Background: an optimization exercise with open tools, aiming at small area, a short achievable clock period and few clock cycles. Do not read the settings as production practice.
Where RTL was checked, it was by simulation tests only, not by an equivalence proof against the original.
Power and IR drop assume default switching activity.

Design vad_unit, start of the top module:
module vad_unit (
    input  wire        clk,
    input  wire        rst,           
    input  wire        cmd_valid,
    output wire        cmd_ready,
    input  wire [1:0]  cmd_op,        
    input  wire [31:0] cmd_arg,       
    input  wire [31:0] cmd_blen,      
    input  wire        s_valid,
    output wire        s_ready,
    input  wire [31:0] s_data,
    output wire        iv_valid,
    input  wire        iv_ready,
    output wire [15:0] iv_data,
    output wire        iv_last,
    output wire [1:0]  iv_mode,
    output wire        iv_reset,
    input  wire        vd_valid,
    input  wire [1:0]  vd_code,
    output wire        done,
    output wire [31:0] result,
    output wire        rate_reject,
    output wire [31:0] hist_err,
    output wire [31:0] hist_sil,
    output wire [31:0] hist_voice,
    output wire [31:0] hist_noise,
    output wire [31:0] vad_rate,
    output wire [10:0] vad_flen,
  ...
Size in the first run: roughly 1,300 cells after synthesis, roughly 340 flip-flops, about 14,000 um^2 of cells after synthesis.
Settings: LEC_CHECK=0, CAP_MARGIN=20, CORE_MARGIN=2, CORE_UTILIZATION=40, CTS_CLUSTER_DIAMETER=80, CTS_CLUSTER_SIZE=30, SLEW_MARGIN=20; clock period 8.0 ns.
standard.sh (not shown) runs the stock make flow with config.mk's settings and CLKGATE_MAP_FILE= SYNTH_SCRIPT=/design/flow/synth_recipe.tcl, a recipe that flattens the netlist after the stock synthesis.
==> flow/flow/run.sh <==
#!/bin/bash
set -euo pipefail
SETUP_MARGIN=${SETUP_MARGIN:-5.0}
bash standard.sh \
    "BUFFER_PORTS_ARGS=-buffer_cell sky130_fd_sc_hd__buf_1" \
    "SETUP_SLACK_MARGIN=${SETUP_MARGIN}" \
    finish > flow_make.log 2>&1
test -f out/final.def
Testbench counts at the start, summed over its fixed seeds: cycles 282,724.
Edit:
CORE_UTILIZATION = 70   (was 40)
Effect:
- The new run passed the timing, design-rule and antenna checks
- setup slack got worse by 0.058 ns
- design area goes down by 2.6%
- maximum frequency is lower by 2.0%
- synthesized area does not change
- wire length drops by 6.3%
- die area falls by 42%
- utilization goes up by 32 points
- combinational power hardly moves
Edit:
CORE_UTILIZATION = 60   (was 70)
Outcome:
- The new run produced a clean layout
- wire length fell slightly
- setup slack is better by 0.039 ns
- maximum frequency rose slightly
- clock skew rose by 0.013 ns


vad_unit, a different RTL version from the one above (not shown whole).
For scale: ~1800 cells after synthesis.
make LEC_CHECK=0 CAP_MARGIN=20 CORE_MARGIN=2 CORE_UTILIZATION=40 SLEW_MARGIN=20 finish   # period 8.0 ns
run.sh (not shown) runs the stock make flow with config.mk's settings and CLKGATE_MAP_FILE= SYNTH_SCRIPT=/design/flow/synth_recipe.tcl, a recipe that flattens the netlist after the stock synthesis.
Stock flow here: none of the scripts above is used.
The first run completed with no timing, DRC or antenna violations.
Next try:
--- a/flow/config.mk
+++ b/flow/config.mk
@@ -10,2 +10,3 @@
 export CORE_UTILIZATION = 40
+export SETUP_SLACK_MARGIN = 4
 export SLEW_MARGIN = 20
Via count rises by 0.35%.
Sequential share of layout area falls by 0.24 points.
Cell count stays flat.
Hold slack hardly moves.
Power hardly moves.
Maximum frequency rises by 11%.
Sequential power stays flat.
Clock power barely changes.
Die area stays the same.
Next try:
--- a/flow/config.mk
+++ b/flow/config.mk
@@ -10,3 +10,3 @@
 export CORE_UTILIZATION = 40
-export SETUP_SLACK_MARGIN = 4
+export SETUP_SLACK_MARGIN = 5
 export SLEW_MARGIN = 20
- setup slack improves by 49 ps
- clock skew hardly moves
- clock-buffer cell count rose by 9
- core utilization rose by 1.2 points
- die area stays the same
- total power fell by 0.95%
- global-route usage rose by 0.36 points
- area after synthesis stays the same
- cell area rose by 2.3%
- sequential share of layout area fell by 0.71 points
- via count rose by 1.5%
Next try:
--- a/flow/config.mk
+++ b/flow/config.mk
@@ -7,2 +7,3 @@
 export LEC_CHECK = 0
+export ABC_CLOCK_PERIOD_IN_PS = 2000
 export CAP_MARGIN = 20
@@ -10,3 +11,2 @@
 export CORE_UTILIZATION = 40
-export SETUP_SLACK_MARGIN = 5
 export SLEW_MARGIN = 20
Outcome: The changed run passed the timing, design-rule and antenna checks; wire length shrinks by 3.3%; first-iteration DRC count is lower by 3.7%; worst setup slack degrades by 460 ps; cell count goes down by 1.8%; cell area falls by 3.1%; non-clock buffer count went down by 44.
No run of this note included a check of the RTL's function; only the layout flow was run.


Setup of the reference run:
Another version of the RTL of vad_unit (not shown whole).
For scale: ~1200 cells after synthesis, ~14000 µm² of cells after synthesis.
Design vad_unit, start of the top module:
module vad_unit (
    input  wire        clk,
    input  wire        rst,           
    input  wire        cmd_valid,
    output wire        cmd_ready,
    input  wire [1:0]  cmd_op,        
    input  wire [31:0] cmd_arg,       
    input  wire [31:0] cmd_blen,      
    input  wire        s_valid,
    output wire        s_ready,
    input  wire [31:0] s_data,
    output wire        iv_valid,
    input  wire        iv_ready,
    output wire [15:0] iv_data,
    output wire        iv_last,
    output wire [1:0]  iv_mode,
    output wire        iv_reset,
    input  wire        vd_valid,
    input  wire [1:0]  vd_code,
    output wire        done,
    output wire [31:0] result,
    output wire        rate_reject,
    output wire [31:0] hist_err,
    output wire [31:0] hist_sil,
    output wire [31:0] hist_voice,
    output wire [31:0] hist_noise,
    output wire [31:0] vad_rate,
    output wire [10:0] vad_flen,
    output wire [10:0] vad_off,
    output wire [1:0]  vad_mode
);
==> flow/config.mk <==
export PLATFORM = sky130hd
export DESIGN_NAME = vad_unit
export DESIGN_NICKNAME = vad_unit
export VERILOG_FILES = /design/flow/design.v
export SDC_FILE = /design/flow/constraint.sdc
export NUM_CORES = 4
export LEC_CHECK = 0
export CAP_MARGIN = 20
export CORE_MARGIN = 2
export CORE_UTILIZATION = 60
export CTS_CLUSTER_DIAMETER = 80
export CTS_CLUSTER_SIZE = 30
export SLEW_MARGIN = 20
==> flow/constraint.sdc <==
create_clock -name core_clock -period 8.0 [get_ports {clk}]
set_input_delay 1.6000 -clock core_clock [delete_from_list [all_inputs] [get_ports {clk}]]
set_output_delay 1.6000 -clock core_clock [all_outputs]
set_load 0.01 [all_outputs]
standard.sh (not shown) runs the stock make flow with config.mk's settings and CLKGATE_MAP_FILE= SYNTH_SCRIPT=/design/flow/synth_recipe.tcl, a recipe that flattens the netlist after the stock synthesis.
==> flow/flow/run.sh <==
#!/bin/bash
set -euo pipefail
SETUP_MARGIN=${SETUP_MARGIN:-5.40}
bash standard.sh \
    "BUFFER_PORTS_ARGS=-buffer_cell sky130_fd_sc_hd__buf_1" \
    "SETUP_SLACK_MARGIN=${SETUP_MARGIN}" \
    finish > flow_make.log 2>&1
test -f out/final.def
The reference run finished every step from synthesis to the final layout, and the layout passed the timing, design-rule and antenna checks.
Testbench counts of the reference run, summed over its fixed seeds: cycles 282,724.
Edits applied to the flow inputs when going from the reference run to the trial run:
--- a/flow/flow/run.sh
+++ b/flow/flow/run.sh
@@ -2,3 +2,3 @@
 set -euo pipefail
-SETUP_MARGIN=${SETUP_MARGIN:-5.40}
+SETUP_MARGIN=${SETUP_MARGIN:-5.0}
 bash standard.sh \
Findings:
The core of the trial run is less densely filled than that of the reference run.
When the final numbers for the trial run and the reference run were put side by side, the worst hold margin turned out to be greater in the reference run.
Share of total power in the clock network in the trial run vs the reference run: down 0.2 points
Relative to the reference run, the final routed wirelength across all metal layers measured on the trial run has decreased by a little under 10%.
The reference run leaves more setup margin than the trial run.
On total power: between the trial run and the reference run, it ends up higher for the reference run.
Changes observed in the trial run relative to the reference run: summed area of non-filler cells in the final layout lower; first-pass GRT wire length lower; cell count lower.
On violation count after the first detailed-routing iteration, the trial run does better than the reference run.

## port drivers added, routing unchanged
No port has a modelled driver above. Below, the same layouts with a new extraction and two added sets of constraints.
Step 1 (the two cells are an assumption about what drives the block):
set clk [get_ports {clk}]
set_driving_cell -lib_cell sky130_fd_sc_hd__clkbuf_16 $clk
set_driving_cell -lib_cell sky130_fd_sc_hd__buf_2 [delete_from_list [all_inputs] $clk]
Step 2 adds t to the input delays and takes it off the output delays; t is the mean of the earliest and latest rising clock arrival at the registers after step 1. Input paths then give back, and output paths get back, about the clock's delay inside the block.
a / b / c = ideal ports / drivers / drivers and shift; a / b = the first two.
| run | t (ns) | slack for setup (ns) | worst setup path at the end | clock arrival spread, ns | worst slew at a driven data input, ns |
|---|---|---|---|---|---|
| the first run of note 1 | 0.562 | 5.100 / 5.112 / 4.559 | input to register | 0.046 / 0.047 | 0.07 |
| the second run of note 1 | 0.550 | 5.041 / 5.041 / 4.580 | input to register | 0.030 / 0.030 | 0.06 |
| the third run of note 1 | 0.555 | 5.080 / 5.066 / 4.590 | input to register | 0.038 / 0.039 | 0.06 |
| the first run of note 2 | 0.596 | 3.693 / 3.693 / 3.276 | input to register | 0.025 / 0.024 | 0.07 |
| the second run of note 2 | 0.597 | 4.105 / 4.105 / 3.654 | input to register | 0.023 / 0.023 | 0.07 |
| the third run of note 2 | 0.589 | 4.154 / 4.154 / 4.154 | register to register | 0.020 / 0.020 | 0.08 |
| the fourth run of note 2 | 0.596 | 3.693 / 3.693 / 3.276 | input to register | 0.025 / 0.024 | 0.07 |
| the reference run | 0.557 | 5.204 / 5.154 / 4.764 | input to register | 0.027 / 0.027 | 0.10 |
| the trial run | 0.555 | 5.090 / 5.040 / 4.564 | input to register | 0.015 / 0.015 | 0.06 |
After both steps setup and hold are still met in every run listed. For the first run of note 1, which loses most, drivers alone change the setup slack by +0.012 ns; drivers and shift together by -0.541 ns.
